This is an optimization exercise on Yosys and OpenROAD, whose aim is small area, a short achievable clock period and few clock cycles, not a production implementation.
Where RTL was checked, it was by simulation tests only, not by an equivalence proof against the original.
Only the layout flow was run in run 1; the RTL was not checked for function there.
Power figures rest on the tool's default switching activity, not on a simulated workload.

## design/flow/run.sh

```bash
#!/bin/bash
# synth_recipe.tcl (not shown) runs the flow's synth.tcl, then flattens the netlist and writes it again
# the make line also repeats each setting of config.mk as NAME=value (left out here)
make -C /OpenROAD-flow-scripts/flow DESIGN_CONFIG=/design/flow/config.mk WORK_HOME=/design/flow/orfs CLKGATE_MAP_FILE= SYNTH_SCRIPT=/design/flow/synth_recipe.tcl finish
```

## design/flow/config.mk

```make
export PLATFORM = sky130hd
export DESIGN_NAME = zmc_servo
export DESIGN_NICKNAME = zmc_servo
export VERILOG_FILES = /design/flow/design.v
export SDC_FILE = /design/flow/constraint.sdc
export NUM_CORES = 4
export LEC_CHECK = 0
export ABC_CLOCK_PERIOD_IN_PS = 6000
export CAP_MARGIN = 20
export CORE_MARGIN = 2
export CORE_UTILIZATION = 40
export PLACE_DENSITY = 0.6
export SLEW_MARGIN = 20
```

## design/flow/constraint.sdc

```tcl
create_clock -name core_clock -period 24.0 [get_ports {clk}]
set_input_delay 4.8000 -clock core_clock [delete_from_list [all_inputs] [get_ports {clk}]]
set_output_delay 4.8000 -clock core_clock [all_outputs]
set_load 0.01 [all_outputs]
```

## design/flow/design.v

```verilog
module zmc_pid_step (
    input                    clk,
    input                    en,
    input                    first,      
    input                    p_en,       
    input                    p_first,    
    input                    add_p,      
    input  [7:0]             kp_dig,
    input  [3:0]             ki_dig,
    input  [3:0]             kd_dig,
    input  signed [17:0]     e,
    input  signed [18:0]     d,
    input  signed [31:0]     i,
    output reg signed [34:0] acc_p,
    output reg signed [49:0] acc_i
);
    reg signed [34:0] sp;
    reg signed [49:0] si;
    integer j;
    always @* begin
        sp = p_first ? 35'sd0 : (acc_p <<< 8);
        for (j = 0; j < 8; j = j + 1)
            sp = sp + ((kp_dig[j] ? {{17{e[17]}}, e} : 35'sd0) <<< j);
        si = (first ? 50'sd0 : (acc_i <<< 4)) + (add_p ? {{15{acc_p[34]}}, acc_p} : 50'sd0);
        for (j = 0; j < 4; j = j + 1)
            si = si + ((ki_dig[j] ? {{18{i[31]}}, i} : 50'sd0) <<< j)
                    + ((kd_dig[j] ? {{31{d[18]}}, d} : 50'sd0) <<< j);
    end
    always @(posedge clk) begin
        if (en && p_en) acc_p <= sp;
        if (en)         acc_i <= si;
    end
endmodule
module zmc_divider (
    input                    clk,
    input                    rst,
    input                    load,
    input  [35:0]            mx,         
    input  [3:0]             nst,        
    input                    neg,
    input                    hi,         
    input  [15:0]            den,        
    output reg               done,       
    output [35:0]            qx,         
    output                   qc
);
    localparam NW = 36;
    reg          run;
    reg [3:0]    cnt;
    reg [NW-1:0] m;
    reg [15:0]   r;
    reg [15:0]   dvs;
    reg [15:0]   dvs_m1;
    reg [17:0]   dvs3;
    reg          neg_q, hi_q;
    wire [6:0]     sh  = NW - {nst, 2'b00};
    wire [NW+15:0] ld  = {16'd0, mx} << sh;
    wire [NW-1:0]  pad = neg ? ~({NW{1'b1}} << sh) : {NW{1'b0}};
    wire [1:0]     qi  = {2{neg_q}};
    reg [15:0]   rs [0:2];
    reg [NW-1:0] ms [0:2];
    integer k;
    always @* begin
        rs[0] = r;
        ms[0] = m;
        for (k = 0; k < 2; k = k + 1) begin : st4
            reg [17:0] s;
            reg [18:0] t1, t2, t3;
            s  = {rs[k], ms[k][NW-1:NW-2]};
            t1 = {1'b0, s} - {3'b000, dvs};
            t2 = {1'b0, s} - {2'b00, dvs, 1'b0};
            t3 = {1'b0, s} - {1'b0, dvs3};
            if (!t3[18]) begin
                rs[k+1] = t3[15:0];
                ms[k+1] = {ms[k][NW-3:0], 2'b11 ^ qi};
            end else if (!t2[18]) begin
                rs[k+1] = t2[15:0];
                ms[k+1] = {ms[k][NW-3:0], 2'b10 ^ qi};
            end else if (!t1[18]) begin
                rs[k+1] = t1[15:0];
                ms[k+1] = {ms[k][NW-3:0], 2'b01 ^ qi};
            end else begin
                rs[k+1] = s[15:0];
                ms[k+1] = {ms[k][NW-3:0], 2'b00 ^ qi};
            end
        end
    end
    assign qc = hi_q ? 1'b0 : (neg_q ? (r != dvs_m1) : (r != 16'd0));
    assign qx = m;
    always @(posedge clk) begin
        if (rst) begin
            run    <= 1'b0;
            done   <= 1'b0;
            cnt    <= 4'd0;
            m      <= {NW{1'b0}};
            r      <= 16'd0;
            dvs    <= 16'd0;
            dvs_m1 <= 16'd0;
            dvs3   <= 18'd0;
            neg_q  <= 1'b0;
            hi_q   <= 1'b0;
        end else begin
            done <= 1'b0;
            if (load) begin
                m      <= ld[NW-1:0] | pad;
                r      <= ld[NW+15:NW];
                cnt    <= nst;
                dvs    <= den;
                dvs_m1 <= den - 16'd1;
                dvs3   <= {2'b00, den} + {1'b0, den, 1'b0};
                neg_q  <= neg;
                hi_q   <= hi;
                if (nst == 4'd0) done <= 1'b1;
                else             run  <= 1'b1;
            end else if (run) begin
                m   <= ms[2];
                r   <= rs[2];
                cnt <= cnt - 4'd1;
                if (cnt == 4'd1) begin
                    run  <= 1'b0;
                    done <= 1'b1;
                end
            end
        end
    end
endmodule
module zmc_servo #(
    parameter PPR      = 2000,   
    parameter S_P      = 8,      
    parameter S_C      = 8,      
    parameter N_D      = 4,      
    parameter DUTY_MAX = 4095    
) (
    input             clk,
    input             rst,
    input             in_valid,
    output            in_ready,
    input      [1:0]  in_op,
    input      [15:0] in_enc,
    input      [15:0] in_cur,
    input      [15:0] in_pos_sp,
    input      [15:0] in_limit,
    input      [15:0] kp_p,
    input      [15:0] ki_p,
    input      [15:0] kd_p,
    input      [15:0] kp_c,
    input      [15:0] ki_c,
    input      [15:0] kd_c,
    output reg        out_valid,
    output     [15:0] trk_abs,
    output     [15:0] cur_sp,
    output     [15:0] duty,
    output            bwd
);
    localparam G  = 4;              
    localparam NM = 16 / G;         
    localparam OP_TRACK  = 2'd0;
    localparam OP_RUN    = 2'd1;
    localparam OP_ZERO   = 2'd2;
    localparam OP_TRESET = 2'd3;
    localparam S_IDLE = 4'd0;
    localparam S_T1   = 4'd1;    
    localparam S_MACP = 4'd4;
    localparam S_CMPP = 4'd5;
    localparam S_T3C  = 4'd7;    
    localparam S_MACC = 4'd8;
    localparam S_CMPC = 4'd9;
    reg [3:0]  st;
    reg [1:0]  mcnt;                
    reg        mfirst;
    reg [1:0]  op_q;
    reg [15:0] pos_q, lim_q;
    reg [11:0] rx_q;
    reg [14:0] lcur_q;              
    reg [15:0] kpp_q, kip_q, kdp_q, kpc_q, kic_q, kdc_q;
    reg [10:0] trk;
    reg signed [31:0] p_integ, c_integ;
    reg signed [17:0] p_ep, c_ep;
    reg signed [18:0] p_dv, c_dv;
    reg [1:0]         p_dc, c_dc;
    reg [15:0] up_q;
    reg [10:0] trk_o;
    reg [15:0] cs_o;
    reg [11:0] duty_o;
    assign trk_abs = {5'd0, trk_o};
    assign cur_sp  = cs_o;
    assign duty    = {4'd0, duty_o};
    assign bwd     = cs_o[15];
    reg signed [17:0] e_m;
    reg               dhi, dloop, dcmpl;
    reg               dbusy;
    wire div_idle = !dbusy;
    wire [11:0] rx_in = {1'b0, in_enc[10:0]} + {2'b00, in_enc[15:11], 5'd0} + {3'b000, in_enc[15:11], 4'd0};
    wire [11:0] rx  = rx_q;
    wire        rc  = (rx >= 12'd2000);
    wire [10:0] raw = rc ? rx - 12'd2000 : rx[10:0];
    wire signed [17:0] y    = $signed({2'b00, pos_q}) - $signed({6'd0, rx});
    wire               lt_a = y < -18'sd1000;
    wire               lt_b = y < -18'sd3000;
    wire               ge_a = y >= 18'sd1000;
    wire               ge_b = y >= -18'sd1000;
    wire               p_lt = rc ? lt_b : lt_a;
    wire               p_ge = rc ? ge_b : ge_a;
    wire signed [17:0] y_m1 = y - 18'sd2000;
    wire signed [17:0] y_p1 = y + 18'sd2000;
    wire signed [17:0] y_p2 = y + 18'sd4000;
    wire signed [17:0] pe_s = rc ? (p_lt ? y_p2 : p_ge ? y    : y_p1)
                                 : (p_lt ? y_p1 : p_ge ? y_m1 : y);
    reg  [15:0]        sp_mag;
    wire signed [17:0] e_c    = $signed({2'b00, sp_mag}) - $signed({3'b000, lcur_q});
    wire               lc      = (st == S_T3C);
    wire signed [17:0] e_t3    = lc ? e_c : pe_s;
    wire signed [31:0] integ   = lc ? c_integ : p_integ;
    wire signed [17:0] ep      = lc ? c_ep : p_ep;
    wire signed [18:0] dv      = lc ? c_dv : p_dv;
    wire [1:0]         dc      = lc ? c_dc : p_dc;
    wire signed [32:0] isum    = integ + e_t3;
    wire signed [31:0] i_sat   = (isum > 33'sd2147483647)  ? 32'sh7fffffff :
                                 (isum < -33'sd2147483648) ? 32'sh80000000 : isum[31:0];
    wire signed [18:0] d_samp  = e_t3 - ep;
    wire               samp    = (dc == 2'd0);
    wire signed [18:0] d_new   = samp ? d_samp : dv;
    wire signed [17:0] ep_new  = samp ? e_t3 : ep;
    wire [1:0]         dc_new  = dc + 2'd1;
    wire        nx_c   = (st == S_T3C) || (st == S_MACC);
    wire [15:0] g_kp   = nx_c ? kpc_q : kpp_q;
    wire [15:0] g_ki   = nx_c ? kic_q : kip_q;
    wire [15:0] g_kd   = nx_c ? kdc_q : kdp_q;
    wire [15:0] g_id   = g_ki | g_kd;
    wire [1:0]  top_id = (g_id[15:12] != 4'd0) ? 2'd3 :
                         (g_id[11:8]  != 4'd0) ? 2'd2 :
                         (g_id[7:4]   != 4'd0) ? 2'd1 : 2'd0;
    wire [1:0]  g_pp   = (g_kp[15:8] != 8'd0) ? 2'd2 : 2'd1;       
    wire [1:0]  g_top  = (top_id > g_pp) ? top_id : g_pp;           
    wire        t3_now = (st == S_T1) || (st == S_T3C);
    wire [1:0]  ndig   = t3_now ? g_top : mcnt - 2'd1;              
    wire [1:0]  npp    = t3_now ? g_pp  : mpp;
    reg [1:0]   mpp;
    reg [7:0]   kp_dig;
    reg [3:0]   ki_dig, kd_dig;
    reg         p_en, p_first, add_p;
    always @(posedge clk) begin
        kp_dig  <= (ndig == 2'd2) ? g_kp[15:8] : g_kp[7:0];
        ki_dig  <= g_ki[ndig*4 +: 4];
        kd_dig  <= g_kd[ndig*4 +: 4];
        p_en    <= (ndig != 2'd0) && (ndig <= npp);
        p_first <= (ndig == npp);
        add_p   <= (ndig == 2'd0);
    end
    reg         mac_c;                
    reg signed [31:0] x_m;
    reg signed [18:0] d_m;
    reg signed [17:0] hi_r, lo_r;
    reg               kinz;
    wire signed [34:0] acc_p;
    wire signed [49:0] acc_i;
    zmc_pid_step u_mac (
        .clk(clk), .en(st == S_MACP || st == S_MACC), .first(mfirst),
        .p_en(p_en), .p_first(p_first), .add_p(add_p),
        .kp_dig(kp_dig), .ki_dig(ki_dig), .kd_dig(kd_dig),
        .e(e_m), .d(d_m), .i(x_m), .acc_p(acc_p), .acc_i(acc_i)
    );
    wire               cmp_c  = mac_c;
    wire signed [49:0] rawv   = acc_i;
    wire signed [41:0] uf     = rawv >>> 8;
    wire signed [17:0] hi     = hi_r;
    wire signed [17:0] lo     = lo_r;
    wire signed [42:0] d_hi   = $signed(hi) - uf;      
    wire signed [42:0] d_lo   = uf - $signed(lo);      
    wire               sat_hi = d_hi[42];
    wire               sat_lo = d_lo[42];
    wire [15:0]        u16    = sat_hi ? hi[15:0] : sat_lo ? lo[15:0] : rawv[23:8];
    wire signed [35:0] num_h  = ($signed(hi) <<< 8) - acc_p;
    wire signed [35:0] num_l  = ($signed(lo) <<< 8) - acc_p;
    wire [35:0]        mx_h   = num_h[35] ? ~num_h : num_h;
    wire [35:0]        mx_l   = num_l[35] ? ~num_l : num_l;
    wire [15:0]        ki_cur = cmp_c ? kic_q : kip_q;
    function [3:0] nst_of(input [35:0] v, input [1:0] bg, input [1:0] bp);
        reg [8:0]        nz;
        reg [3:0]        gi;
        reg [3:0]        nib;
        reg [1:0]        pos;
        reg signed [5:0] nsd;
        integer i;
        begin
            for (i = 0; i < 9; i = i + 1) nz[i] = |v[4*i +: 4];
            gi = 4'd0;
            for (i = 0; i < 9; i = i + 1) if (nz[i]) gi = i;
            nib = v[4*gi +: 4];
            pos = nib[3] ? 2'd3 : nib[2] ? 2'd2 : nib[1] ? 2'd1 : 2'd0;
            nsd = $signed({2'b00, gi}) - $signed({4'b0000, bg}) + $signed({5'b00000, (pos >= bp)});
            nst_of = ((nz == 9'd0) || nsd <= 0) ? 4'd0 : nsd[3:0];
        end
    endfunction
    function [4:0] blen16(input [15:0] v);
        integer i;
        begin
            blen16 = 5'd0;
            for (i = 0; i < 16; i = i + 1)
                if (v[i]) blen16 = i + 1;
        end
    endfunction
    reg  [4:0]         bd_r;      
    reg  [3:0]         nst_h, nst_l;
    always @(posedge clk) begin
        nst_h <= nst_of(mx_h, bd_r[3:2], bd_r[1:0]);
        nst_l <= nst_of(mx_l, bd_r[3:2], bd_r[1:0]);
    end
    wire               need_div = (sat_hi | sat_lo) && kinz;
    wire               dv_load = ((st == S_CMPP) || (st == S_CMPC)) && need_div && div_idle;
    wire               dv_done;
    wire [35:0]        qx_u;
    wire signed [35:0] qx = qx_u;
    wire               qc;
    zmc_divider u_div (
        .clk(clk), .rst(rst), .load(dv_load),
        .mx(sat_hi ? mx_h : mx_l), .nst(sat_hi ? nst_h : nst_l),
        .neg(sat_hi ? num_h[35] : num_l[35]), .hi(sat_hi), .den(ki_cur),
        .done(dv_done), .qx(qx_u), .qc(qc)
    );
    wire signed [31:0] icur = dloop ? c_integ : p_integ;
    wire signed [35:0] ic36 = icur;
    wire signed [35:0] dq   = qx - ic36;
    wire               d_m1 = &dq;
    wire               d_z  = (dq == 36'sd0);
    wire               take = dhi ? (dq[35] && !(qc && d_m1))
                                  : (qc ? !dq[35] : (!dq[35] && !d_z));
    wire               x_lt = qx[35] && (qx[35:31] != 5'b11111);         
    wire               x_em = (qx[35:31] == 5'b11110) && (&qx[30:0]);      
    wire               x_ge = !qx[35] && (qx[35:31] != 5'b00000);        
    wire               x_eq = (qx[35:31] == 5'b00000) && (&qx[30:0]);      
    wire               oor  = dhi ? (x_lt && !(qc && x_em)) : (x_ge || (qc && x_eq));
    wire signed [31:0] satv = dhi ? 32'sh80000000 : 32'sh7fffffff;
    wire signed [31:0] q32  = qx[31:0] + {31'd0, qc};
    wire signed [31:0] inew = take ? (oor ? satv : q32) : icur;
    wire               df_c  = dv_done && dloop;
    wire signed [37:0] qe    = qx + e_c + $signed({37'd0, qc});
    wire signed [31:0] qe_s  = (qe > 38'sd2147483647)  ? 32'sh7fffffff :
                               (qe < -38'sd2147483648) ? 32'sh80000000 : qe[31:0];
    wire signed [32:0] se    = satv + e_c;
    wire signed [31:0] se_s  = (se > 33'sd2147483647)  ? 32'sh7fffffff :
                               (se < -33'sd2147483648) ? 32'sh80000000 : se[31:0];
    wire signed [31:0] i_t3c = (df_c && take) ? (oor ? se_s : qe_s) : i_sat;
    reg        pnd, pnd_fire, pnd_zero;
    reg [10:0] pnd_val;
    wire is_run    = (op_q == OP_RUN);
    wire nr_go     = !pnd && !pnd_fire;
    wire done_main = (st == S_T1 && !is_run && nr_go) || (st == S_CMPC);
    assign in_ready = (st == S_IDLE) || done_main;
    wire accept    = in_valid && in_ready;
    always @(posedge clk) begin
        if (rst) begin
            st        <= S_IDLE;
            x_m       <= 32'sd0;
            sp_mag    <= 16'd0;
            d_m       <= 19'sd0;
            hi_r      <= 18'sd0;
            lo_r      <= 18'sd0;
            kinz      <= 1'b0;
            pnd       <= 1'b0;
            pnd_fire  <= 1'b0;
            pnd_zero  <= 1'b0;
            pnd_val   <= 11'd0;
            mcnt      <= 2'd0;
            mfirst    <= 1'b0;
            mpp       <= 2'd0;
            bd_r      <= 5'd0;
            out_valid <= 1'b0;
            op_q      <= 2'd0;
            rx_q      <= 12'd0;
            pos_q     <= 16'd0;
            lim_q     <= 16'd0;
            lcur_q    <= 15'd0;
            kpp_q     <= 16'd0;
            kip_q     <= 16'd0;
            kdp_q     <= 16'd0;
            kpc_q     <= 16'd0;
            kic_q     <= 16'd0;
            kdc_q     <= 16'd0;
            trk       <= 11'd0;
            p_integ   <= 32'sd0;
            c_integ   <= 32'sd0;
            p_ep      <= 18'sd0;
            c_ep      <= 18'sd0;
            p_dv      <= 19'sd0;
            c_dv      <= 19'sd0;
            p_dc      <= 2'd0;
            c_dc      <= 2'd0;
            up_q      <= 16'd0;
            trk_o     <= 11'd0;
            cs_o      <= 16'd0;
            duty_o    <= 12'd0;
            e_m       <= 18'sd0;
            dhi       <= 1'b0;
            dloop     <= 1'b0;
            dcmpl     <= 1'b0;
            dbusy     <= 1'b0;
        end else begin
            out_valid <= 1'b0;
            if (dv_done) begin
                if (dloop) c_integ <= inew;
                else       p_integ <= inew;
                if (dcmpl) out_valid <= 1'b1;
                dbusy <= 1'b0;
            end
            if (dv_done && pnd) begin
                pnd      <= 1'b0;
                pnd_fire <= 1'b1;
            end
            if (pnd_fire) begin
                pnd_fire  <= 1'b0;
                trk_o     <= pnd_val;
                out_valid <= 1'b1;
                if (pnd_zero) begin
                    c_integ <= 32'sd0;
                    c_ep    <= 18'sd0;
                    c_dv    <= 19'sd0;
                    c_dc    <= 2'd0;
                end
            end
            case (st)
                S_T1: begin
                    case (op_q)
                        OP_TRACK, OP_RUN: trk <= raw;
                        OP_TRESET:        trk <= 11'd0;
                        default: ;
                    endcase
                    if (is_run) begin
                        p_integ <= i_sat; p_ep <= ep_new; p_dv <= d_new; p_dc <= dc_new;
                        e_m    <= e_t3;
                        x_m    <= i_sat;
                        d_m    <= d_new;
                        hi_r   <= $signed({2'b00, lim_q});
                        lo_r   <= -$signed({2'b00, lim_q});
                        kinz   <= (kip_q != 16'd0);
                        bd_r   <= blen16(kip_q) - 5'd1;
                        mcnt   <= g_top;
                        mpp    <= g_pp;
                        mfirst <= 1'b1;
                        mac_c  <= 1'b0;
                        st     <= S_MACP;
                    end
                    else if (nr_go) begin
                        if (op_q == OP_ZERO) begin
                            p_integ <= 32'sd0;
                            p_ep    <= 18'sd0;
                            p_dv    <= 19'sd0;
                            p_dc    <= 2'd0;
                        end
                        if (div_idle) begin
                            if (op_q == OP_ZERO) begin
                                c_integ <= 32'sd0;
                                c_ep    <= 18'sd0;
                                c_dv    <= 19'sd0;
                                c_dc    <= 2'd0;
                            end
                            trk_o     <= (op_q == OP_TRACK) ? raw : (op_q == OP_TRESET) ? 11'd0 : trk;
                            out_valid <= 1'b1;
                        end else begin
                            pnd_zero <= (op_q == OP_ZERO);
                            pnd_val  <= (op_q == OP_TRACK) ? raw : (op_q == OP_TRESET) ? 11'd0 : trk;
                            if (dv_done) pnd_fire <= 1'b1;
                            else         pnd      <= 1'b1;
                        end
                        st <= S_IDLE;
                    end
                end
                S_T3C: begin
                    if ((div_idle || df_c) && nr_go) begin
                        c_integ <= i_t3c; c_ep <= ep_new; c_dv <= d_new; c_dc <= dc_new;
                        e_m    <= e_t3;
                        x_m    <= i_t3c;
                        d_m    <= d_new;
                        hi_r   <= 18'sd4095;
                        lo_r   <= 18'sd0;
                        kinz   <= (kic_q != 16'd0);
                        bd_r   <= blen16(kic_q) - 5'd1;
                        mcnt   <= g_top;
                        mpp    <= g_pp;
                        mfirst <= 1'b1;
                        mac_c  <= 1'b1;
                        st     <= S_MACC;
                    end
                end
                S_MACP, S_MACC: begin
                    mcnt   <= mcnt - 2'd1;
                    mfirst <= 1'b0;
                    if (mcnt == 2'd0) st <= (st == S_MACP) ? S_CMPP : S_CMPC;
                end
                S_CMPP: begin
                    if (!need_div || div_idle) begin
                        up_q    <= u16;
                        sp_mag  <= u16[15] ? -u16 : u16;
                        if (need_div) begin
                            dhi   <= sat_hi;
                            dloop <= 1'b0;
                            dcmpl <= 1'b0;
                            dbusy <= 1'b1;
                        end
                        st <= S_T3C;
                    end
                end
                S_CMPC: begin
                    trk_o   <= trk;
                    cs_o    <= up_q;
                    duty_o  <= u16[11:0];
                    if (need_div) begin
                        dhi   <= sat_hi;
                        dloop <= 1'b1;
                        dcmpl <= 1'b1;
                        dbusy <= 1'b1;
                    end else begin
                        out_valid <= 1'b1;
                    end
                    st <= S_IDLE;
                end
                default: ;
            endcase
            if (accept) begin
                op_q   <= in_op;
                rx_q   <= rx_in;
                pos_q  <= in_pos_sp;
                lim_q  <= in_limit;
                lcur_q <= in_cur[15] ? 15'h7fff : in_cur[14:0];
                kpp_q  <= kp_p;
                kip_q  <= ki_p;
                kdp_q  <= kd_p;
                kpc_q  <= kp_c;
                kic_q  <= ki_c;
                kdc_q  <= kd_c;
                st     <= S_T1;
            end
        end
    end
endmodule
```

==> out/results.txt, run 1 <==
Status: timing/DRC/antenna clean
Die width: 429.4 um
XOR/XNOR Fraction of Synth Area: 0.05942
First-pass GRT wire length: 402,300 um
Crit path time final: 8.864 ns
DPL Wire Length: 206,300 um
Final Hold Fails: 0
NumNets Final: 10,270
Met1 usage: 0.3866
Die area: 0.1844 mm2
Post-Synth Adder-Cell Area: 0.2234
Crit share post-route: 0.3693
CP max-delay cell: nor3_2
Max rail drop VDD: 0.00007266 V
Core area: 0.1804 mm2
Top Usage Layer GRT: met2
Slew Limit Fails: 0
Peak fanout along the critical path: 27
Worst Hold Class: flop to flop
FF-to-FF path depth: 31
Post-Syn Area: 0.07238 mm2
Met3 Resource Use GR: 0.04853
Synth warn: 5
Library cells used by synthesis: 96
DRT antenna net count: 0
Asr flop ratio synth: 0
Post-CTS Resized: 0
Worst path required time: 24.65 ns
Largest family of logic cells by synthesized area: adder cells
Post-route cell area: 0.07987 mm2
Clock sink count: 737
CP bufs+invs: 3
Top Ports: 216
Peak Freq: 112.8 MHz
DR vias: 67,410
Post-synthesis register bit count: 737
Reg-to-reg slack, setup: 15.14 ns
First-pass iteration count of the detailed router: 6
Reg-to-Reg Start: rx_q[1]
Mean Syn Cell Area: 7.918 um2
Synth-to-layout area growth: 10.35%
Vias per inst: 5.842
Row cnt: 156
Leakage: 33.16 nW
Setup violations, final: 0
Hold_sp: up_q[14]
Hold Path Stages: 2
GRT overflow: 0
CTS Hold Bufs: 0
# Max-Cap Violations: 0
Critical path capture point type: flop
Syn Inst Count: 9,141
Pin count of the biggest net entering global routing: 214
Simple-Gate Fraction of Synth Area: 0.2036
1st-iter DRT viols: 6,530
Compound-gate portion of the synthesized area: 0.2056
Max-slew headroom: 0.1675
Power Dens Cells: 70.67 mW/mm2
Worst Path Arrival: 9.51 ns
Residual DRC: 0
Worst-skew pair later-pin latency: 0.75 ns
CP startpoint kind: flop
Port bufs: 206
Setup_tns: 0 ns
CTS root buf: clkbuf_16
Initial antenna violation count: 13
# H-tree levels: 3
Top FF cell, synth: dfxtp_1
Worst-path clk slew: 0.07 ns
Post-synthesis sequential area ratio: 0.2157
Reg2reg end: x_m[12]
Gr usage total: 0.2808
Vias in the first global route: 65,530
Routed wire per std cell: 22.99 um
Slowest stage delay, CP: 0.92 ns
Share of cells above drive strength 1: 0.04386
Starting Density: 0.4013
Drt total wl: 265,300 um
Setup CP Type: flop to flop
WHS Endpoint: cs_o[14]
Mux contribution to synthesized area: 0.03622
Fin util: 0.4428
Die height: 429.4 um
Slew @ Worst Pin: 1.249 ns
RSZ-0062 raised after global routing: no
Post-CTS setup buffers: 0
Top cell by count, worst path: a21oi_1
Skew final: 0.01954 ns
DP Area: 0.07672 mm2
CTS tree: done
TritonCTS Buffers: 89
Clock Path Buffers: 3
GR met2 Demand/Resource: 0.4313
Cell family with most CP delay: compound AO/OA/AOI/OAI gates
Gpl congestion: 0.9910
Number of synthesized flops with an enable pin: 86
-- cell usage in the layout, fill, tap and decap left out, drive strengths merged, types with 62 or more instances in the layout --
cell type	synthesis	routed
a211oi	155	155
a21o	134	134
a21oi	892	892
a22oi	86	86
a31oi	81	81
and2	275	275
buf	75	119
clkbuf	397	132
clkdlybuf4s50	0	205
dfxtp	651	651
edfxtp	86	86
fa	471	471
ha	537	537
inv	581	588
mux2i	218	218
nand2	1227	1227
nand2b	83	83
nand3	133	133
nor2	823	823
nor2b	105	105
nor3	172	172
nor4	76	76
o211ai	109	109
o21a	95	95
o21ai	419	419
or3	62	62
xnor2	395	395
xor2	96	96
-- where the power goes --
| part | internal, W | leakage [nW] | switching [W] | total, W |
|---|---|---|---|---|
| sequential | 0.00133 | 6.07 | 0.000127 | 0.00146 |
| clock | 0.000846 | 1.53 | 0.000609 | 0.00145 |
| combinational | 0.000951 | 25.6 | 0.00178 | 0.00273 |
| total | 0.00313 | 33.2 | 0.00252 | 0.00564 |
-- flip-flops by register name, indices dropped and copies added (netlist names), 18 cells and up --
| register | flops |
|---|---|
| c_dv | 19 |
| c_ep | 18 |
| c_integ | 32 |
| d_m | 19 |
| e_m | 18 |
| lo_r | 18 |
| p_dv | 19 |
| p_ep | 18 |
| p_integ | 32 |
| u_div.dvs3 | 18 |
| u_div.m | 36 |
| u_mac.acc_i | 50 |
| u_mac.acc_p | 35 |
| x_m | 32 |
-- routing by layer --
metal  wire length [um]  vias up
met5                 69        -
met4              12800       10
met3              22400      468
met2             114700     2719
met1             115300    32610
li1                   -    31610
-- stage by stage --
stage,instances,power (W),setup slack (ns),hold WS (ns)
floorplan,9149,0.003291,16.59,0.4281
global placement,11370,0.004113,15.51,0.4374
detailed placement,11370,0.004138,15.37,0.4447
CTS,11540,0.005608,15.34,0.4527
global route,11540,0.005972,14.53,0.4658
finish,11540,0.005644,15.14,0.4465
-- cell families after synthesis --
| logic type | count (synthesis) |
|---|---|
| other cells | 1 |
| mux | 256 |
| flops | 737 |
| buf+inv | 1056 |
| fa+ha+maj | 1010 |
| compound gates | 2386 |
| xor+xnor | 491 |
| simple gates | 3204 |
-- tightest hold or removal path: cells and delay by family (launching register included) --
kind | cells | cell delay, ns
AOI/OAI and AO/OA | 1 | 0.05
DFF | 1 | 0.31
and+or+nand+nor | 1 | 0.05
-- cells in the mapped netlist, drive strengths merged (75+ instances only) --
cell type / count / area [um2]
a211oi: 155 / 1169
a21o: 134 / 1006
a21oi: 892 / 4464
a22oi: 86 / 645.6
a31oi: 81 / 521.8
and2: 275 / 1720
buf: 75 / 366.6
clkbuf: 397 / 1493
dfxtp: 651 / 13030
edfxtp: 86 / 2582
fa: 471 / 9429
ha: 537 / 6719
inv: 581 / 2181
mux2i: 218 / 2182
nand2: 1227 / 4606
nand2b: 83 / 519.3
nand3: 133 / 670.6
nor2: 823 / 3089
nor2b: 105 / 656.9
nor3: 172 / 865.8
nor4: 76 / 481.7
o211ai: 109 / 818.3
o21a: 95 / 713.2
o21ai: 419 / 2097
xnor2: 395 / 3460
xor2: 96 / 840.8
-- worst max-delay path by stage --
stage | startpoint | end | slack (ns) | depth (start not counted)
CTS | pos_q[0] | x_m[12] | 15.34 | 31
floorplan | u_div.m[34] | u_div.r[13] | 16.59 | 36
finish | rx_q[1] | x_m[12] | 15.14 | 31
detailed placement | pos_q[0] | x_m[12] | 15.37 | 31
global placement | pos_q[0] | x_m[9] | 15.51 | 31
global route | rx_q[3] | x_m[9] | 14.53 | 31
-- cell type report --
cell class | instances | area, um2
Fill cell | 18100 | 100500
Multi-Input combinational cell | 7356 | 52990
Sequential cell | 737 | 15620
Timing Repair Buffer | 324 | 2982
Tap cell | 2370 | 2965
Clock buffer | 132 | 2646
Inverter | 584 | 2195
Clock inverter | 32 | 460.4
Antenna cell | 4 | 10.01
==> run 2: changes to the inputs <==
--- a/design/flow/design.v
+++ b/design/flow/design.v
@@ -169,8 +169,10 @@
     reg [1:0]  mcnt;                
     reg        mfirst;
     reg [1:0]  op_q;
-    reg [15:0] pos_q, lim_q;
-    reg [11:0] rx_q;
+    reg [15:0] lim_q;
+    reg signed [17:0] y_q;          
+    reg        rc_q;                
+    reg [10:0] raw_q;               
     reg [14:0] lcur_q;              
     reg [15:0] kpp_q, kip_q, kdp_q, kpc_q, kic_q, kdc_q;
     reg [10:0] trk;
@@ -190,11 +192,13 @@
     reg               dhi, dloop, dcmpl;
     reg               dbusy;
     wire div_idle = !dbusy;
-    wire [11:0] rx_in = {1'b0, in_enc[10:0]} + {2'b00, in_enc[15:11], 5'd0} + {3'b000, in_enc[15:11], 4'd0};
-    wire [11:0] rx  = rx_q;
-    wire        rc  = (rx >= 12'd2000);
-    wire [10:0] raw = rc ? rx - 12'd2000 : rx[10:0];
-    wire signed [17:0] y    = $signed({2'b00, pos_q}) - $signed({6'd0, rx});
+    wire [11:0] rx_in  = {1'b0, in_enc[10:0]} + {2'b00, in_enc[15:11], 5'd0} + {3'b000, in_enc[15:11], 4'd0};
+    wire        rc_in  = (rx_in >= 12'd2000);
+    wire [10:0] raw_in = rc_in ? rx_in - 12'd2000 : rx_in[10:0];
+    wire signed [17:0] y_in = $signed({2'b00, in_pos_sp}) - $signed({6'd0, rx_in});
+    wire        rc  = rc_q;
+    wire [10:0] raw = raw_q;
+    wire signed [17:0] y    = y_q;
     wire               lt_a = y < -18'sd1000;
     wire               lt_b = y < -18'sd3000;
     wire               ge_a = y >= 18'sd1000;
@@ -206,8 +210,14 @@
     wire signed [17:0] y_p2 = y + 18'sd4000;
     wire signed [17:0] pe_s = rc ? (p_lt ? y_p2 : p_ge ? y    : y_p1)
                                  : (p_lt ? y_p1 : p_ge ? y_m1 : y);
-    reg  [15:0]        sp_mag;
-    wire signed [17:0] e_c    = $signed({2'b00, sp_mag}) - $signed({3'b000, lcur_q});
+    function signed [17:0] ec_of(input [15:0] v, input [14:0] c);
+        reg [15:0] m;
+        begin
+            m = v[15] ? -v : v;
+            ec_of = $signed({2'b00, m}) - $signed({3'b000, c});
+        end
+    endfunction
+    wire signed [17:0] e_c    = e_m;
     wire               lc      = (st == S_T3C);
     wire signed [17:0] e_t3    = lc ? e_c : pe_s;
     wire signed [31:0] integ   = lc ? c_integ : p_integ;
@@ -307,6 +317,12 @@
         nst_l <= nst_of(mx_l, bd_r[3:2], bd_r[1:0]);
     end
     wire               need_div = (sat_hi | sat_lo) && kinz;
+    wire [15:0]        rmid   = rawv[23:8];
+    wire signed [17:0] ec_m_p = $signed({2'b00, rmid}) - $signed({3'b000, lcur_q});
+    wire signed [17:0] ec_m_n = $signed({2'b00, ~rmid}) + $signed({3'b111, ~lcur_q}) + 18'sd2;
+    wire signed [17:0] e_cmp  = sat_hi ? ec_of(hi[15:0], lcur_q) :
+                                sat_lo ? ec_of(lo[15:0], lcur_q) :
+                                rmid[15] ? ec_m_n : ec_m_p;
     wire               dv_load = ((st == S_CMPP) || (st == S_CMPC)) && need_div && div_idle;
     wire               dv_done;
     wire [35:0]        qx_u;
@@ -352,7 +368,6 @@
         if (rst) begin
             st        <= S_IDLE;
             x_m       <= 32'sd0;
-            sp_mag    <= 16'd0;
             d_m       <= 19'sd0;
             hi_r      <= 18'sd0;
             lo_r      <= 18'sd0;
@@ -367,8 +382,9 @@
             bd_r      <= 5'd0;
             out_valid <= 1'b0;
             op_q      <= 2'd0;
-            rx_q      <= 12'd0;
-            pos_q     <= 16'd0;
+            y_q       <= 18'sd0;
+            rc_q      <= 1'b0;
+            raw_q     <= 11'd0;
             lim_q     <= 16'd0;
             lcur_q    <= 15'd0;
             kpp_q     <= 16'd0;
@@ -490,7 +506,7 @@
                 S_CMPP: begin
                     if (!need_div || div_idle) begin
                         up_q    <= u16;
-                        sp_mag  <= u16[15] ? -u16 : u16;
+                        e_m     <= e_cmp;
                         if (need_div) begin
                             dhi   <= sat_hi;
                             dloop <= 1'b0;
@@ -518,8 +534,9 @@
             endcase
             if (accept) begin
                 op_q   <= in_op;
-                rx_q   <= rx_in;
-                pos_q  <= in_pos_sp;
+                y_q    <= y_in;
+                rc_q   <= rc_in;
+                raw_q  <= raw_in;
                 lim_q  <= in_limit;
                 lcur_q <= in_cur[15] ? 15'h7fff : in_cur[14:0];
                 kpp_q  <= kp_p;
==> out/results.txt, run 2 <==
Status: timing/DRC/antenna clean
Clock Path Buffers: 3 (unchanged)
Switching power: 0.001745 W (-31%)
Synth cell count leaders: 1,271 x nand2_1, 841 x a21oi_1, 742 x nor2_1
Pin count of the biggest net entering global routing: 127 (-41%)
Largest register FFs: 50 (unchanged)
Sw Ratio: 0.3916 (-0.05455)
CTS Hold Bufs: 0 (unchanged)
Gr usage total: 0.2921 (+0.01130)
Fin util: 0.4439 (+0.001071)
Routed wire per std cell: 23.87 um (+3.8%)
Port bufs: 206 (unchanged)
Slew Limit Fails: 0 (unchanged)
RSZ-0062 raised after global routing: no
Clock sink count: 723 (-1.9%)
Die height: 438.4 um (+2.1%)
DR vias: 71,390 (+5.9%)
Reg power frac: 0.307 (+0.049)
Crit share post-route: 0.3620 (-0.007371)
Core area: 0.1876 mm2 (+4.0%)
Setup violations, final: 0 (unchanged)
Place WS: 15.00 ns (-0.3710 ns)
Reg with most FFs: u_mac.acc_i
NumNets Final: 10,700 (+4.3%)
TritonCTS Buffers: 88 (-1.1%)
Worst-path clk slew: 0.06 ns (about the same)
Share of cells above drive strength 1: 0.04994 (+0.006075)
Logic pwr share: 0.365 (-0.119)
Number of synthesized flops with an enable pin: 86 (unchanged)
Synth-to-layout area growth: 10.35% (about the same)
Peak fanout along the critical path: 17 (-37%)
Max-slew headroom: 0.1406 (-0.02693)
# H-tree levels: 3 (unchanged)
Largest registers: u_mac.acc_i (50), u_div.m (36), u_mac.acc_p (35)
CTS root buf: clkbuf_16
Die area: 0.1922 mm2 (+4.2%)
CTS tree: done
Starting Density: 0.4023 (+0.0009683)
First-pass iteration count of the detailed router: 8 (+2)
Top Ports: 216 (unchanged)
Row cnt: 159 (+1.9%)
Top FF cell, synth: dfxtp_1
Leakage: 35.60 nW (+7.4%)
Slew @ Worst Pin: 1.276 ns (+0.02691 ns)
Critical path capture point type: flop
Most common cell after layout, fill and taps aside: nand2_1
Power share of the clock group: 0.327 (+0.069)
Final Hold Fails: 0 (unchanged)
Top-area cell type share of the netlist area: 0.1690 (-0.01109)
Initial antenna violation count: 22 (+9)
Power Dens Cells: 53.51 mW/mm2 (-24%)
Vias per inst: 5.930 (+1.5%)
Max rail drop VDD: 0.00004919 V (-32%)
Post-synthesis register bit count: 723 (-1.9%)
Skew final: 0.07148 ns (+0.05194 ns)
Yosys top cell by area: dfxtp_1
Gpl congestion: 0.9689 (-2.2%)
Fill count: 18,680 (+3.2%)
GRT overflow: 0 (unchanged)
Worst Hold Class: flop to flop
Main area contributors after synthesis: dfxtp_1 17%, fa_1 13%, ha_1 10%
DPL Wire Length: 222,600 um (+7.9%)
Pint: 0.002711 W (-13%)
DRT antenna net count: 0 (unchanged)
Post-CTS Resized: 0 (unchanged)
Post-CTS setup buffers: 0 (unchanged)
Asr flop ratio synth: 0 (unchanged)
Crit path time final: 8.687 ns (-0.1769 ns)
Vias in the first global route: 69,370 (+5.8%)
Mean Syn Cell Area: 7.944 um2 (+0.33%)
Post-Syn Area: 0.07547 mm2 (+4.3%)
CP startpoint kind: flop
Drt total wl: 287,300 um (+8.3%)
Top-count cell post-synth: nand2_1
Post-synthesis sequential area ratio: 0.2032 (-0.01255)
# Max-Cap Violations: 0 (unchanged)
Most frequent cells in the layout: 1,267 x nand2_1, 837 x a21oi_1, 738 x nor2_1, 630 x dfxtp_1, 604 x ha_1
Peak Freq: 115.1 MHz (+2.0%)
First-pass GRT wire length: 432,900 um (+7.6%)
Post-route cell area: 0.08328 mm2 (+4.3%)
Setup_tns: 0 ns (unchanged)
DP Area: 0.08010 mm2 (+4.4%)
Synth warn: 5 (unchanged)
Die width: 438.4 um (+2.1%)
Residual DRC: 0 (unchanged)
Worst-skew pair later-pin latency: 0.75 ns (about the same)
1st-iter DRT viols: 6,779 (+3.8%)
Syn Inst Count: 9,500 (+3.9%)
Fin worst setup slack: 15.31 ns (+0.1769 ns)
Worst Path Arrival: 9.26 ns (-0.25 ns)
Library cells used by synthesis: 116 (+21%)
Worst path required time: 24.57 ns (-0.08 ns)
Setup CP Type: flop to flop
## run 2: worst paths after layout
check / start / to / slack (ns) / depth (start not counted)
max: y_q[3] / x_m[10] / 15.31 / 22
min: duty_o[2] / duty_o[2] / 0.45 / 2
max reg2reg: y_q[3] / x_m[10] / 15.31 / 22
min reg2reg: duty_o[2] / duty_o[2] / 0.45 / 2
## run 2: cells by family (layout without fill, tap and decap cells)
family,Yosys count,in the layout,share of synthesized area
AND/OR/NAND/NOR,3251,3251,0.2001
AO/OA/AOI/OAI,2509,2509,0.2111
buffers and inverters,1098,1122,0.05607
adder cells (fa/ha/maj),1082,1082,0.2264
flip-flops,723,723,0.2032
XOR/XNOR,549,549,0.06409
multiplexers,287,287,0.03896
other,1,20,0.00004969
## run 2: stage by stage
step	total power, W	hold WS (ns)	cells
5_1_grt	0.004678	0.4654	12030
3_3_place_gp	0.002964	0.4376	11860
6_report	0.004456	0.4536	12040
2_1_floorplan	0.002473	0.4248	9508
4_1_cts	0.004448	0.4539	12030
3_5_place_dp	0.002978	0.4417	11860
## run 2: power groups by stage
stage	Sequential (W)	Combinational (W)	Clock, W
finish	0.00137	0.00163	0.00146
floorplan	0.00133	0.00114	0
detailed placement	0.00139	0.00159	0
global route	0.00137	0.00178	0.00153
global placement	0.00139	0.00157	0
CTS	0.00137	0.00160	0.00148
## run 2: final cells by class
cell class                 instances  area, um2  share of cell area
inverter                         598       2247             0.02698
sequential                       723      15350              0.1843
timing repair buffer             361       3246             0.03897
multi-input combinational       7687      56180              0.6746
tap                             2495       3122             0.03749
clock buffer                     116       2480             0.02978
antenna                           11      27.53           0.0003305
clock inverter                    47      634.4            0.007617
## run 2: worst max-delay path: stages, from the launching register on
cell and delay, ns:
dfxtp_1 0.46, nor4b_1 0.63, a31oi_1 0.18, o311ai_1 0.76
o21ai_0 0.44, nand2_1 0.34, o22ai_1 0.17, nand3_1 0.10
o21ai_0 0.10, xnor2_1 0.16, o21ai_0 0.99, ha_1 0.33
inv_1 0.08, o41ai_1 0.61, a31oi_1 0.32, nor4_1 0.40
o22ai_1 0.20, mux2i_1 0.23, nand2_1 0.27, a21oi_2 0.88
o21ai_0 0.44, a22oi_1 0.32, a21oi_1 0.10
## run 2: per-layer routing
| layer | up-vias | GRT usage | wire [um] |
|---|---|---|---|
| li1 | 33200 | - | - |
| met4 | 16 | 0.1513 | 16070 |
| met2 | 2877 | 0.4506 | 125200 |
| met1 | 34730 | 0.3887 | 122100 |
| met5 | - | 0 | 116 |
| met3 | 566 | 0.05352 | 23730 |
Testbench counts of run 2, summed over its fixed seeds: cycles 108,482.
==> run 3: changes to the inputs <==
--- a/design/flow/design.v
+++ b/design/flow/design.v
@@ -5,26 +5,38 @@
     input                    p_en,       
     input                    p_first,    
     input                    add_p,      
-    input  [7:0]             kp_dig,
+    input  [7:0]             kp_dig,     
     input  [3:0]             ki_dig,
     input  [3:0]             kd_dig,
+    input  [7:0]             kp_dig_h,   
+    input  [3:0]             ki_dig_h,
+    input  [3:0]             kd_dig_h,
     input  signed [17:0]     e,
     input  signed [18:0]     d,
     input  signed [31:0]     i,
     output reg signed [34:0] acc_p,
     output reg signed [49:0] acc_i
 );
+    function signed [34:0] row_e(input signed [17:0] v, input bl, input bh);
+        row_e = {{17{v[17] & bh}}, v[17:9] & {9{bh}}, v[8:0] & {9{bl}}};
+    endfunction
+    function signed [49:0] row_i(input signed [31:0] v, input bl, input bh);
+        row_i = {{18{v[31] & bh}}, v[31:16] & {16{bh}}, v[15:0] & {16{bl}}};
+    endfunction
+    function signed [49:0] row_d(input signed [18:0] v, input bl, input bh);
+        row_d = {{31{v[18] & bh}}, v[18:10] & {9{bh}}, v[9:0] & {10{bl}}};
+    endfunction
     reg signed [34:0] sp;
     reg signed [49:0] si;
     integer j;
     always @* begin
         sp = p_first ? 35'sd0 : (acc_p <<< 8);
         for (j = 0; j < 8; j = j + 1)
-            sp = sp + ((kp_dig[j] ? {{17{e[17]}}, e} : 35'sd0) <<< j);
+            sp = sp + (row_e(e, kp_dig[j], kp_dig_h[j]) <<< j);
         si = (first ? 50'sd0 : (acc_i <<< 4)) + (add_p ? {{15{acc_p[34]}}, acc_p} : 50'sd0);
         for (j = 0; j < 4; j = j + 1)
-            si = si + ((ki_dig[j] ? {{18{i[31]}}, i} : 50'sd0) <<< j)
-                    + ((kd_dig[j] ? {{31{d[18]}}, d} : 50'sd0) <<< j);
+            si = si + (row_i(i, ki_dig[j], ki_dig_h[j]) <<< j)
+                    + (row_d(d, kd_dig[j], kd_dig_h[j]) <<< j);
     end
     always @(posedge clk) begin
         if (en && p_en) acc_p <= sp;
@@ -249,7 +261,12 @@
     reg [7:0]   kp_dig;
     reg [3:0]   ki_dig, kd_dig;
     reg         p_en, p_first, add_p;
+    reg [7:0]   kp_dig_n;
+    reg [3:0]   ki_dig_n, kd_dig_n;
     always @(posedge clk) begin
+        kp_dig_n <= ~((ndig == 2'd2) ? g_kp[15:8] : g_kp[7:0]);
+        ki_dig_n <= ~g_ki[ndig*4 +: 4];
+        kd_dig_n <= ~g_kd[ndig*4 +: 4];
         kp_dig  <= (ndig == 2'd2) ? g_kp[15:8] : g_kp[7:0];
         ki_dig  <= g_ki[ndig*4 +: 4];
         kd_dig  <= g_kd[ndig*4 +: 4];
@@ -268,6 +285,7 @@
         .clk(clk), .en(st == S_MACP || st == S_MACC), .first(mfirst),
         .p_en(p_en), .p_first(p_first), .add_p(add_p),
         .kp_dig(kp_dig), .ki_dig(ki_dig), .kd_dig(kd_dig),
+        .kp_dig_h(~kp_dig_n), .ki_dig_h(~ki_dig_n), .kd_dig_h(~kd_dig_n),
         .e(e_m), .d(d_m), .i(x_m), .acc_p(acc_p), .acc_i(acc_i)
     );
     wire               cmp_c  = mac_c;
==> out/results.txt, run 3 <==
Vias in the first global route: 69,310 (-0.085%)
Hold_sp: u_div.dvs3[8]
Slew @ Worst Pin: 1.220 ns (-0.05532 ns)
WHS Endpoint: u_div.dvs3[8]
Setup_tns: 0 ns (unchanged)
Worst-path clk slew: 0.06 ns (about the same)
Core area: 0.1906 mm2 (+1.6%)
TritonCTS Buffers: 89 (+1.1%)
Yosys top cell by area: dfxtp_1
Max-slew headroom: 0.1849 (+0.04430)
Initial antenna violation count: 13 (-41%)
Gr usage total: 0.2929 (+0.0007179)
CP max-delay cell: dfxtp_1
Crit path time final: 8.726 ns (+0.03940 ns)
Starting Density: 0.4036 (+0.001348)
Slowest stage delay, CP: 0.82 ns (-0.17 ns)
Routed wire per std cell: 24.25 um (+1.6%)
Pin count of the biggest net entering global routing: 198 (+56%)
Pint: 0.003359 W (+24%)
Post-route cell area: 0.08477 mm2 (+1.8%)
Reg with most FFs: u_mac.acc_i
Top-count cell post-synth: nand2_1
Worst Hold Class: flop to flop
Post-synthesis register bit count: 739 (+2.2%)
Port bufs: 206 (unchanged)
NumNets Final: 10,840 (+1.3%)
Top-area cell type share of the netlist area: 0.1699 (+0.0009648)
Post-Syn Area: 0.07693 mm2 (+1.9%)
CP bufs+invs: 2 (+1)
DPL Wire Length: 230,300 um (+3.5%)
DR vias: 71,960 (+0.81%)
Cell family with most CP delay: compound AO/OA/AOI/OAI gates
DP Area: 0.08157 mm2 (+1.8%)
Setup CP Type: flop to flop
Synth cell count leaders: 1,176 x nand2_1, 793 x nor2_1, 791 x a21oi_1
Drt total wl: 294,200 um (+2.4%)
CP startpoint kind: flop
DRT antenna net count: 0 (unchanged)
Vias per inst: 5.930 (about the same)
Power share of the clock group: 0.243 (-0.084)
Synth warn: 5 (unchanged)
Clock sink count: 739 (+2.2%)
Share of cells above drive strength 1: 0.04803 (-0.001902)
FF-to-FF path depth: 24 (+9.1%)
Reg power frac: 0.256 (-0.051)
Status: timing/DRC/antenna clean
Top cell by count, worst path: fa_1
Most frequent cells in the layout: 1,174 x nand2_1, 789 x nor2_1, 788 x a21oi_1, 651 x dfxtp_1, 615 x inv_1
CTS Hold Bufs: 0 (unchanged)
# Max-Cap Violations: 0 (unchanged)
Asr flop ratio synth: 0 (unchanged)
Number of synthesized flops with an enable pin: 86 (unchanged)
Peak Freq: 114.6 MHz (-0.45%)
Logic pwr share: 0.501 (+0.136)
Post-Layout Cell Count: 12,140 (+0.81%)
Reg2reg end: u_mac.acc_i[46]
Reg-to-Reg Start: mfirst
Switching power: 0.002756 W (+58%)
Fill count: 19,060 (+2.0%)
Reg-to-reg slack, setup: 15.27 ns (-0.04 ns)
# H-tree levels: 3 (unchanged)
Placed cell count: 11,970 (+0.90%)
Crit share post-route: 0.3636 (+0.001642)
Setup violations, final: 0 (unchanged)
Top Ports: 216 (unchanged)
Worst path required time: 24.50 ns (-0.07 ns)
Syn Inst Count: 9,575 (+0.79%)
Skew final: 0.09388 ns (+0.02240 ns)
RSZ-0062 raised after global routing: no
First-pass GRT wire length: 441,500 um (+2.0%)
Most common cell after layout, fill and taps aside: nand2_1
First-pass iteration count of the detailed router: 8 (unchanged)
Hold Path Stages: 2 (unchanged)
Total Power: 0.006115 W (+37%)
CP Cell Sequence: buf_4 > nand2b_1 > fa_1 > inv_1 > fa_1 > fa_1 > fa_1 > fa_1 > ha_1 > or3_1 > a221oi_1 > o22ai_1 > a221o_1 > a31oi_1 > nand4b_1 > a31oi_1 > a31oi_1 > o2111ai_1 > and2_1 > nor4_1 > a211oi_1 > o21a_1 > a211oi_1 > xnor2_1
Worst-skew pair later-pin latency: 0.77 ns (+0.02 ns)
Max rail drop VDD: 0.00005601 V (+14%)
Leakage: 36.14 nW (+1.5%)
Post-synthesis sequential area ratio: 0.2035 (+0.0003169)
Die width: 442.5 um (+0.95%)
CTS root buf: clkbuf_16
Largest registers: u_mac.acc_i (50), u_div.m (36), u_mac.acc_p (35)
Sw Ratio: 0.4506 (+0.05907)
Residual DRC: 0 (unchanged)
CTS tree: done
Gpl congestion: 0.9872 (+1.9%)
Critical path capture point type: flop
Post-CTS Resized: 0 (unchanged)
Peak fanout along the critical path: 25 (+8)
Clock Path Buffers: 3 (unchanged)
Synth-to-layout area growth: 10.20%
Die area: 0.1958 mm2 (+1.9%)
1st-iter DRT viols: 6,639 (-2.1%)
Largest register FFs: 50 (unchanged)
Worst Path Arrival: 9.23 ns (-0.03 ns)
Slew Limit Fails: 0 (unchanged)
Top FF cell, synth: dfxtp_1
Die height: 442.5 um (+0.95%)
GRT overflow: 0 (unchanged)
Post-CTS setup buffers: 0 (unchanged)
Power Dens Cells: 72.13 mW/mm2 (+35%)
Mean Syn Cell Area: 8.034 um2 (+1.1%)
Final Hold Fails: 0 (unchanged)
Library cells used by synthesis: 99 (-15%)
Main area contributors after synthesis: dfxtp_1 17%, fa_1 14%, ha_1 9.8%
Row cnt: 160 (+0.63%)
==> run 3: cell types whose count changed in the layout (fill, tap and decap cells not counted), sizes merged, moves of 25 or more <==
cell | previous run | this run
fa | 474 | 522
nand2b | 77 | 229
a21oi | 841 | 795
o22ai | 65 | 26
inv | 599 | 624
nor2b | 104 | 181
a31oi | 114 | 82
nand2 | 1272 | 1176
o21ai | 437 | 539
a221oi | 45 | 18
nor2 | 743 | 793
mux2 | 44 | 72
and2 | 265 | 147
a211o | 21 | 57
==> run 3: power by group through the flow <==
stage	Combinational (W)	Clock [W]	Sequential, W
global route	0.00335	0.00155	0.00157
detailed placement	0.00299	0	0.00158
global placement	0.00297	0	0.00158
finish	0.00307	0.00149	0.00156
floorplan	0.00215	0	0.00146
CTS	0.00302	0.00151	0.00156
==> run 3: stage by stage <==
| step | hold WS, ns | utilization | worst slack (ns) |
|---|---|---|---|
| detailed placement | 0.4464 | 0.4280 | 14.86 |
| global route | 0.4648 | 0.4447 | 14.76 |
| floorplan | 0.4249 | - | 15.76 |
| finish | 0.4502 | 0.4448 | 15.27 |
| CTS | 0.4525 | 0.4446 | 15.43 |
| global placement | 0.4397 | 0.4277 | 14.87 |
==> run 3: worst max path at each step <==
stage | from | to | cells past startpoint
final | mfirst | u_mac.acc_i[46] | 24
after global routing | y_q[5] | x_m[27] | 29
after CTS | mfirst | u_mac.acc_i[46] | 24
after detailed placement | in_enc[12] | y_q[14] | 16
after global placement | in_enc[12] | y_q[14] | 16
after floorplan | in_enc[5] | y_q[14] | 15
==> run 3: area by class of cell <==
type,instances,area (um2),share of cell area
Timing Repair Buffer,340,3107,0.03665
Sequential cell,739,15660,0.1847
Clock inverter,40,599.3,0.007070
Clock buffer,118,2570,0.03032
Inverter,620,2330,0.02748
Antenna cell,7,17.52,0.0002066
Tap cell,2511,3142,0.03706
Multi-Input combinational cell,7761,57350,0.6765
==> run 3: layer usage <==
| layer | track usage | vias up | share of wire |
|---|---|---|---|
| met5 | 0 | - | 0.00028 |
| met4 | 0.1681 | 12 | 0.066 |
| met3 | 0.06040 | 611 | 0.088 |
| met2 | 0.4327 | 2972 | 0.42 |
| met1 | 0.3953 | 35030 | 0.43 |
| li1 | - | 33340 | - |
==> run 3: cells by family after synthesis <==
kind of cell | Yosys count | synth area share
AO/OA/AOI/OAI | 2477 | 0.2034
XOR/XNOR | 549 | 0.06251
adder cells (fa/ha/maj) | 1128 | 0.2342
buffers and inverters | 1083 | 0.05411
flip-flops | 739 | 0.2035
multiplexers | 323 | 0.04366
other | 1 | 0.00004875
AND/OR/NAND/NOR | 3275 | 0.1986
==> run 3: worst reg2reg max path, stage by stage, from the launching register on <==
cell,delay (ns)
dfxtp_1,0.82
buf_4,0.44
nand2b_1,0.20
fa_1,0.41
inv_1,0.09
fa_1,0.42
fa_1,0.55
fa_1,0.54
fa_1,0.54
ha_1,0.27
or3_1,0.38
a221oi_1,0.35
o22ai_1,0.30
a221o_1,0.38
a31oi_1,0.49
nand4b_1,0.23
a31oi_1,0.18
a31oi_1,0.38
o2111ai_1,0.22
and2_1,0.24
nor4_1,0.33
a211oi_1,0.17
o21a_1,0.22
a211oi_1,0.25
xnor2_1,0.09
Testbench counts of run 3, summed over its fixed seeds: cycles 108,482.

separate check: timing with driven ports:
No port has a modelled driver above. Below, the same layouts with a new extraction and two added sets of constraints.
Step 1 sets driving cells, clkbuf_16 on the clock port and buf_2 on the other inputs (assumed; they add their load-dependent delay and slew).
Step 2, shift: input delay + t, output delay - t, t = (earliest + latest rising clock arrival at the registers) / 2. This alone moves slack from input paths to output paths.
a / b / c = ideal / step 1 / step 2; a / b = the first two.
run | t, ns | slack for setup (ns) | hold slack, ns
run 1 | 0.827 | 15.136 / 15.136 / 15.136 | 0.447 / 0.447 / 0.447
run 2 | 0.804 | 15.313 / 15.313 / 14.998 | 0.454 / 0.454 / 0.454
run 3 | 0.803 | 15.274 / 15.274 / 14.885 | 0.450 / 0.450 / 0.450
After both steps every run listed still meets setup and hold. The setup slack of run 3, which loses most, moves by 0.000 ns with the drivers and by -0.389 ns with both steps.
